From an optimization exercise on the open Yosys and OpenROAD flow, aimed at small area, a short achievable clock period and few clock cycles per item; shortcuts taken in it are not production practice. No functional check of the RTL was part of this run. Power figures rest on the tool's default switching activity, not on a simulated workload.

`config.mk`:
```
export PLATFORM = sky130hd
export DESIGN_NAME = fpe_codec
export DESIGN_NICKNAME = fpe_codec
export VERILOG_FILES = /design/flow/design.v
export SDC_FILE = /design/flow/constraint.sdc
export NUM_CORES = 4
export LEC_CHECK = 0
export CAP_MARGIN = 20
export CORE_MARGIN = 2
export CORE_UTILIZATION = 40
export SLEW_MARGIN = 20
```
`constraint.sdc`:
```
create_clock -name core_clock -period 12.5 [get_ports {clk}]
set_input_delay 2.5000 -clock core_clock [delete_from_list [all_inputs] [get_ports {clk}]]
set_output_delay 2.5000 -clock core_clock [all_outputs]
set_load 0.01 [all_outputs]
```
`design.v`:
```
module fpe_codec (
    input  wire        clk,
    input  wire        rst,         
    input  wire        start,
    input  wire        op,          
    input  wire [3:0]  width,       
    input  wire        order,       
    input  wire [1:0]  ovf,         
    input  wire [7:0]  offset,      
    input  wire [31:0] scale,
    input  wire [63:0] value,       
    input  wire [63:0] field_in,    
    output reg         done,
    output wire [7:0]  fault,
    output wire [63:0] raw,
    output wire [63:0] dval,
    output wire [63:0] field_out
);
    localparam integer DK = 2;       
    localparam integer MK = 2;       
    localparam [3:0] F_NONE      = 4'h0;
    localparam [3:0] F_CFG_WIDTH = 4'h2;
    localparam [3:0] F_CFG_SCALE = 4'h3;
    localparam [3:0] F_CFG_OVF   = 4'h4;
    localparam [3:0] F_RANGE     = 4'h6;
    localparam [3:0] F_NOT_FIN   = 4'h7;
    localparam [3:0] F_OVERFLOW  = 4'h8;
    localparam [2:0] S_IDLE = 3'd0;
    localparam [2:0] S_GATH = 3'd1;    
    localparam [2:0] S_ALGN = 3'd2;    
    localparam [2:0] S_DIV  = 3'd3;    
    localparam [2:0] S_MUL  = 3'd4;    
    localparam [2:0] S_RND  = 3'd5;    
    localparam [2:0] S_SHF  = 3'd6;    
    reg [2:0]  state;
    reg [3:0]  F;
    reg        op_r;
    reg [3:0]  W;
    reg        ord_r;
    reg [1:0]  ovf_r;
    reg        sgn_r;
    reg        bigf;               
    reg [63:0] R;
    reg [54:0] QX;
    reg [32:0] A;
    reg [31:0] S;
    reg signed [12:0] EX;
    reg [5:0]  cnt;
    assign fault = {4'd0, F};
    assign raw   = R;
    assign dval  = {1'b0, EX[10:0], A[7:0], QX[54:11]};
    function [63:0] gfun;
        input [63:0] x;
        input [3:0]  w;
        input        big;
        reg   [63:0] rv;
        integer b;
        begin
            for (b = 0; b < 8; b = b + 1) rv[8*b +: 8] = x[8*(7-b) +: 8];
            if (big) gfun = rv >> {(4'd8 - w), 3'b000};
            else begin
                gfun = 64'd0;
                for (b = 0; b < 8; b = b + 1)
                    if (b < w) gfun[8*b +: 8] = x[8*b +: 8];
            end
        end
    endfunction
    reg [3:0] nb;
    integer ib;
    always @(*) begin
        nb = 4'd0;
        for (ib = 0; ib < 8; ib = ib + 1)
            if (R[8*ib +: 8] != 8'd0) nb = ib[3:0] + 4'd1;
    end
    wire       in_algn = (state == S_ALGN);
    wire [3:0] gw      = in_algn ? nb : W;
    wire       gbig    = in_algn ? 1'b1 : ord_r;
    wire [63:0] gout   = gfun(R, gw, gbig);
    assign field_out   = gout;
    wire [8:0] end_ofs = {1'b0, offset} + {5'b0, width};
    reg  [3:0] chk_fault;
    always @(*) begin
        if (width == 4'd0 || width > 4'd8)         chk_fault = F_CFG_WIDTH;
        else if (scale == 32'd0)                   chk_fault = F_CFG_SCALE;
        else if (!op && ovf == 2'd3)               chk_fault = F_CFG_OVF;
        else if (end_ofs > 9'd256)                 chk_fault = F_RANGE;
        else if (!op && value[62:52] == 11'h7FF)   chk_fault = F_NOT_FIN;
        else                                       chk_fault = F_NONE;
    end
    function [5:0] lzc32;
        input [31:0] x;
        integer b;
        begin
            lzc32 = 6'd32;
            for (b = 0; b < 32; b = b + 1)
                if (x[b]) lzc32 = 6'd31 - b[5:0];
        end
    endfunction
    wire [5:0] in_lz  = lzc32(scale);
    wire [5:0] in_k   = 6'd32 - in_lz;                     
    localparam [1:0] MK2 = MK;
    localparam [1:0] MKM = MK - 1;
    wire [1:0] in_d   = (MK == 1) ? 2'd0 : (MK2 - in_k[1:0]) & MKM;
    wire [5:0] in_kk  = in_k + {4'd0, in_d};               
    wire [12:0] in_ex = $signed({2'b00, value[62:52]}) - 13'sd1075 + $signed({7'd0, in_k});
    wire [52:0] M = {1'b1, R[51:0]};
    reg  [54:0] mq;
    reg  [31:0] ms;
    reg  [53:0] msum;
    integer im;
    always @(*) begin
        mq = QX;
        ms = S;
        for (im = 0; im < MK; im = im + 1) begin
            msum = {1'b0, mq[54:2]} + (ms[0] ? {1'b0, M} : 54'd0);
            ms   = {mq[0], ms[31:1]};
            mq   = {msum, mq[1]};
        end
    end
    wire       shmode = !op_r;
    reg [32:0] da;
    reg [54:0] dq;
    reg [33:0] ddiff;
    reg        dqb;
    integer id;
    always @(*) begin
        da = A;
        dq = QX;
        for (id = 0; id < DK; id = id + 1) begin
            ddiff = {1'b0, da} - {2'b00, S};
            dqb   = !ddiff[33] && !shmode;
            if (dqb) da = ddiff[32:0];
            da = {da[31:0], dq[54]};
            dq = {dq[53:0], dqb};
        end
    end
    wire        rtop   = QX[54];
    wire [52:0] rmant  = rtop ? QX[54:2] : QX[53:1];
    wire        rguard = rtop ? QX[1] : QX[0];
    wire        rxs    = op_r ? (A != 33'd0) : (S != 32'd0);
    wire        rstk   = (rtop & QX[0]) | rxs;
    wire        rup    = rguard & (rstk | rmant[0]);
    wire [53:0] rsum   = {1'b0, rmant} + {53'd0, rup};
    wire [52:0] rm     = rsum[53] ? rsum[53:1] : rsum[52:0];
    wire signed [12:0] rex = EX - {12'd0, !rtop} + {12'd0, rsum[53]};
    wire [63:0] ntop;
    genvar gb;
    generate
        for (gb = 0; gb < 8; gb = gb + 1) begin : g_rev
            assign ntop[8*gb +: 8] = gout[8*(7-gb) +: 8];
        end
    endgenerate
    reg [2:0] nlz;
    integer il;
    always @(*) begin
        nlz = 3'd0;
        for (il = 0; il < 8; il = il + 1)
            if (ntop[56 + il]) nlz = 3'd7 - il[2:0];
    end
    wire [6:0] a_steps0 = 7'd55 + {4'd0, nlz};
    localparam [6:0] DK7 = DK;
    localparam [6:0] DKM = DK - 1;
    wire [6:0] a_o      = (DK == 1) ? 7'd0 : ((DK7 - (a_steps0 % DK7)) % DK7);
    wire [6:0] a_cyc    = (a_steps0 + a_o) / DK7;
    wire [87:0] a_v     = {1'b0, ntop, 23'd0} >> a_o;
    wire signed [12:0] a_ex = $signed({5'd0, nb, 3'b000}) - $signed({10'd0, nlz})
                            + EX + 13'sd991;
    localparam integer YW = 64 + DK - 1;
    wire [YW-1:0] y    = {A[8+DK-1:0], QX};
    wire signed [12:0] shs = 13'sd11 - EX;                  
    wire        sh_neg = shs[12];
    wire        sh_big = !sh_neg && (shs > 13'sd63);
    wire [YW-1:0] ysh  = y >> shs[5:0];
    wire [63:0] t      = (sh_neg || sh_big) ? 64'd0 : ysh[63:0];
    wire        tbig   = bigf || sh_neg;
    wire        tinf   = !bigf && (EX >= 13'sd972);
    wire [63:0] mask   = (W == 4'd8) ? {64{1'b1}} : ((64'd1 << {W, 3'b000}) - 64'd1);
    wire        tnz    = tbig || (t != 64'd0);
    wire        tinr   = !tbig && ((t & ~mask) == 64'd0);
    wire [63:0] tneg   = ~t + 64'd1;
    reg  [3:0]  lf;
    reg  [63:0] ln;
    always @(*) begin
        lf = F_NONE;
        ln = 64'd0;
        if (tinf) begin
            if (ovf_r == 2'd2) ln = sgn_r ? 64'd0 : mask;
            else               lf = F_OVERFLOW;
        end else if (!sgn_r || !tnz) begin
            if (tinr)               ln = t;
            else if (ovf_r == 2'd0) lf = F_OVERFLOW;
            else if (ovf_r == 2'd1) ln = t & mask;
            else                    ln = mask;
        end else begin
            if (ovf_r == 2'd0)      lf = F_OVERFLOW;
            else if (ovf_r == 2'd1) ln = tneg & mask;
            else                    ln = 64'd0;
        end
    end
    wire        need_lsh = (ovf_r == 2'd1) && sh_neg && !bigf && !tinf && (EX < 13'sd64);
    wire [12:0] l_u      = EX - 13'sd11;                     
    wire [6:0]  l_cyc    = (l_u[6:0] + DKM) / DK7;
    wire [6:0]  l_o      = l_cyc * DK7 - l_u[6:0];
    always @(posedge clk) begin
        if (rst) begin
            state <= S_IDLE;
            done  <= 1'b0;
        end else begin
            done <= 1'b0;
            case (state)
            S_IDLE: if (start) begin
                W     <= width;
                ord_r <= order;
                ovf_r <= ovf;
                op_r  <= op;
                bigf  <= 1'b0;
                sgn_r <= value[63];
                R     <= op ? field_in : value;
                if (chk_fault != F_NONE) begin
                    done <= 1'b1;
                    F    <= chk_fault;
                end else if (!op) begin
                    S     <= scale << in_d;
                    QX    <= 55'd0;
                    EX    <= in_ex;
                    cnt   <= in_kk / MK;
                    state <= S_MUL;
                end else begin
                    S     <= scale;
                    state <= S_GATH;
                end
            end
            S_MUL: begin
                QX  <= mq;
                S   <= ms;
                cnt <= cnt - 6'd1;
                if (cnt == 6'd1) state <= S_RND;
            end
            S_GATH: begin
                R     <= gout;
                S     <= S << lzc32(S);
                EX    <= {7'd0, lzc32(S)};
                state <= S_ALGN;
            end
            S_ALGN: begin
                {A, QX} <= a_v;
                if (nb == 4'd0) begin
                    EX    <= 13'sd0;
                    done  <= 1'b1;
                    F     <= F_NONE;
                    state <= S_IDLE;
                end else begin
                    EX    <= a_ex;
                    cnt   <= a_cyc[5:0];
                    state <= S_DIV;
                end
            end
            S_DIV: begin
                A   <= da;
                QX  <= dq;
                cnt <= cnt - 6'd1;
                if (cnt == 6'd1) state <= op_r ? S_RND : S_SHF;
            end
            S_RND: begin
                A   <= {24'd0, rm[52:44]};
                QX  <= {rm[43:0], 11'd0};
                EX  <= rex;
                if (op_r) begin
                    done  <= 1'b1;
                    F     <= F_NONE;
                    state <= S_IDLE;
                end else begin
                    state <= S_SHF;
                end
            end
            S_SHF: begin
                if (need_lsh) begin
                    bigf  <= 1'b1;
                    EX    <= 13'sd11 - $signed({6'd0, l_o});
                    cnt   <= l_cyc[5:0];
                    state <= S_DIV;
                end else begin
                    R     <= ln;
                    F     <= lf;
                    done  <= 1'b1;
                    state <= S_IDLE;
                end
            end
            default: state <= S_IDLE;
            endcase
        end
    end
endmodule
```
`run.sh`:
```
#!/bin/bash
# synth_recipe.tcl (not shown) runs the flow's synth.tcl, then flattens the netlist and writes it again
# the make line also repeats each setting of config.mk as NAME=value (left out here)
make -C /OpenROAD-flow-scripts/flow DESIGN_CONFIG=/design/flow/config.mk WORK_HOME=/design/flow/orfs CLKGATE_MAP_FILE= SYNTH_SCRIPT=/design/flow/synth_recipe.tcl finish
```
==> results.json <==
{
  "status": "finished clean",
  "synthAdderAreaFrac_pct": 8.153,
  "cpLargestDelayFamily": "compound AO/OA/AOI/OAI gates",
  "cts_resized": 0,
  "pin_count": 380,
  "finalMaxSlewViolations": 0,
  "busiest_layer": "met2",
  "syn_area_sq_um": 41070,
  "layout_commonest_cell": "nand2_1",
  "synth_compound_area_share_pct": 25.58,
  "rsz0062_at_grt": "false",
  "synth_ff_type": "edfxtp_1",
  "fin_skew_ns": 0.03949,
  "grt_max_degree": 75,
  "max_cap_viol_count": 0,
  "syn_avg_cell_area_sq_um": 7.887,
  "layout_common_cells": "456 x nand2_1, 397 x nor2_1, 373 x clkdlybuf4s50_1, 369 x a21oi_1, 334 x mux2i_1",
  "ys_ff_latch": 221,
  "dr.pass1.iters": 6,
  "crit_type": "flop to flop",
  "cts_buffers": 35,
  "critPathMaxStageDelay_ns": 0.93,
  "ys_warn_count": 1,
  "yosysUniqueCellTypes": 109,
  "port_buffers": 374,
  "crit_cells": 31,
  "clock_latency_ns": 0.62,
  "placed_area_sq_um": 45980,
  "ctsHtreeMaxLevel": 2,
  "yosysTopAreaCell": "edfxtp_1",
  "wirelength_um": 227400,
  "synth_simple_gate_area_share_pct": 20.18,
  "met2_usage_pct": 60.22,
  "rr_worst_depth": 31,
  "drc": 0,
  "yosys.area_share.xor_xnor_pct": 6.865,
  "worstPathBufferInverterCount": 6,
  "cellLeakagePower_nw": 18.67,
  "drtIter0Drc": 6970,
  "vias_per_cell": 6.841,
  "core_area_sq_um": 101700,
  "synth-edff-count": 217,
  "ys_async_sr_fraction_pct": 0,
  "rows": 117,
  "hp-class": "flop to flop",
  "grt.met1_usage_pct": 54.54,
  "hold_buffers": 0,
  "initial_core_util_pct": 40.36,
  "cp-end-kind": "flop",
  "synthMuxAreaShare_pct": 16.77,
  "area_growth_pct": 14.86,
  "tightest_slew_ns": 1.204,
  "cts.sinks": 221,
  "use_met3_pct": 11.16,
  "ir_drop_v": 0.0001649,
  "fin_ws_ns": 2.783,
  "netlist_instances": 5207,
  "setup_violations": 0,
  "die_h_um": 324.4,
  "ys_seq_area_share_pct": 16.06,
  "fmax_ghz": 0.1029,
  "root_buffer": "clkbuf_16",
  "hold_viol": 0,
  "final_nets": 5822,
  "die_w_um": 324.4,
  "fin_setup_tns_ns": 0,
  "design_area_sq_um": 47170,
  "gr-usage-all-layers_pct": 41.04,
  "cts_tree": "built",
  "layout-drive-gt1-share_pct": 9.046,
  "crit_fanout": 53,
  "synth_top_family_by_area": "compound AO/OA/AOI/OAI gates",
  "pre_cts_slack_ns": 3.137,
  "layout_min_cycle_time_ns": 9.717,
  "clkTransAtPathRegs_ns": 0.06,
  "die-area_sq_um": 105200,
  "grt_pass1_wl_um": 317100,
  "cpMaxStageDelayCell": "dfxtp_1",
  "crit_top_cell": "a21oi_1",
  "grt_overflow": 0,
  "num_vias": 46390,
  "hold_depth": 2,
  "cts_buffer_depth": 3,
  "arrival_ns": 10.03,
  "antenna_left": 0,
  "required_ns": 12.81,
  "crit_path_start_kind": "flop",
  "post_cts_buffers": 0,
  "power_density_nw_per_um2": 286.0,
  "synthTopCellsByArea": "edfxtp_1 16%, mux2i_1 8.1%, ha_1 7.7%, mux4_2 5.5%, a21oi_1 4.5%",
  "period_share_pct": 77.74,
  "antenna_found_initial": 11,
  "hpwl_um": 178300,
  "synth_top_area_share_pct": 15.87,
  "drt-wirelength-per-cell_um": 33.53,
  "grt_pass1_vias": 42440,
  "worst_slew_margin_rel_pct": 19.63,
  "gp_congestion": 1.062
}
==> where the power goes <==
group	switching, W	internal (W)
Combinational	0.00687	0.00392
Sequential	0.000457	0.00116
Clock	0.000460	0.000626
==> worst paths after layout <==
| check | start | end | slack [ns] |
|---|---|---|---|
| min reg2reg | S[6]$_DFFE_PP_ | S[4]$_DFFE_PP_ | 0.71 |
| min | S[6]$_DFFE_PP_ | S[4]$_DFFE_PP_ | 0.71 |
| max reg2reg | state[0]$_SDFFE_PP0P_ | EX[12]$_DFFE_PP_ | 2.78 |
| max | state[0]$_SDFFE_PP0P_ | EX[12]$_DFFE_PP_ | 2.78 |
==> state kept, by name (all words and copies together), names as in the netlist <==
name   cells
A         33
EX        13
F          4
QX        55
R         64
S         32
W          4
bigf       1
cnt        6
done       1
op_r       1
ord_r      1
ovf_r      2
sgn_r      1
state      3
==> stage by stage <==
stage	util, %	total power [W]	hold slack (ns)	instances
after floorplan	-	0.008194	0.5982	5215
after global placement	45.19	0.01191	0.6590	6712
after detailed placement	45.19	0.01188	0.6666	6712
after CTS	46.34	0.01302	0.6792	6774
after global routing	46.35	0.01397	0.7206	6775
final	46.36	0.01349	0.7096	6781
==> logic make-up after synthesis <==
logic type | after synthesis
DFF | 221
buffers and inverters | 587
AOI/OAI and AO/OA | 1585
xor gates and xnor gates | 321
other | 2
muxes | 540
and+or+nand+nor | 1688
adders and majority gates | 263
==> routing by layer <==
| metal | up-vias | share of wire, % |
|---|---|---|
| met5 | - | 0.026 |
| met4 | 8 | 6.3 |
| met3 | 559 | 13 |
| met2 | 3403 | 42 |
| met1 | 22460 | 40 |
| li1 | 19970 | - |
==> layout make-up <==
cell class / count / area (sq um)
well taps: 1368 / 1712
clock inverters: 20 / 225.2
clock buffers: 42 / 944.7
inverters: 194 / 728.2
multi-input cells: 4407 / 32090
diodes: 7 / 17.52
flip-flops and latches: 221 / 6596
fillers: 10220 / 54570
repair buffers: 522 / 4852
==> worst register-to-register path, delay by kind of cell (launching register included) <==
family / cells / cell delay, ns
AO/OA/AOI/OAI: 15 / 3.05
adder cells (fa/ha/maj): 3 / 1.32
XOR/XNOR: 2 / 0.24
AND/OR/NAND/NOR: 3 / 0.96
flip-flops: 1 / 0.93
buffers and inverters: 6 / 2.10
multiplexers: 2 / 0.84
==> synthesized netlist by cell type, types with 23 or more instances <==
master and count:
a211oi_1 80, a21boi_0 26, a21o_1 109, a21oi_1 372
a221oi_1 53, a22o_1 30, a22oi_1 42, a31oi_1 47
and2_1 146, and3_1 40, buf_1 35, buf_2 55
buf_4 72, clkbuf_1 220, edfxtp_1 217, ha_1 254
inv_1 191, mux2_2 99, mux2i_1 334, mux4_2 100
nand2_1 458, nand2b_1 65, nand3_1 128, nand4_1 57
nor2_1 402, nor2b_1 74, nor3_1 124, nor4_1 54
o211ai_1 71, o21a_1 39, o21ai_0 316, o21bai_1 60
o221ai_1 42, o22ai_1 62, o31ai_1 29, or2_2 23
or3_1 33, xnor2_1 198, xor2_1 122

[separate check: timing with driven ports]
The results above use ideal ports. As a check the final layout listed here was re-extracted and re-timed, cells and wires unchanged.
Step 1 sets driving cells, clkbuf_16 on the clock port and buf_2 on the other inputs (assumed; they add their load-dependent delay and slew).
Step 2, shift: input delay + t, output delay - t, t = (earliest + latest rising clock arrival at the registers) / 2. This alone moves slack from input paths to output paths.
Slacks: ideal / step 1 / step 2; pairs: ideal / step 1.
t, ns: 0.678
setup WS [ns]: 2.783 / 2.783 / 2.783
worst slew at a driven data input, ns: 0.10
After both steps this run still meets setup and hold. For this run, drivers alone change the setup slack by 0.000 ns; drivers and shift together by 0.000 ns.
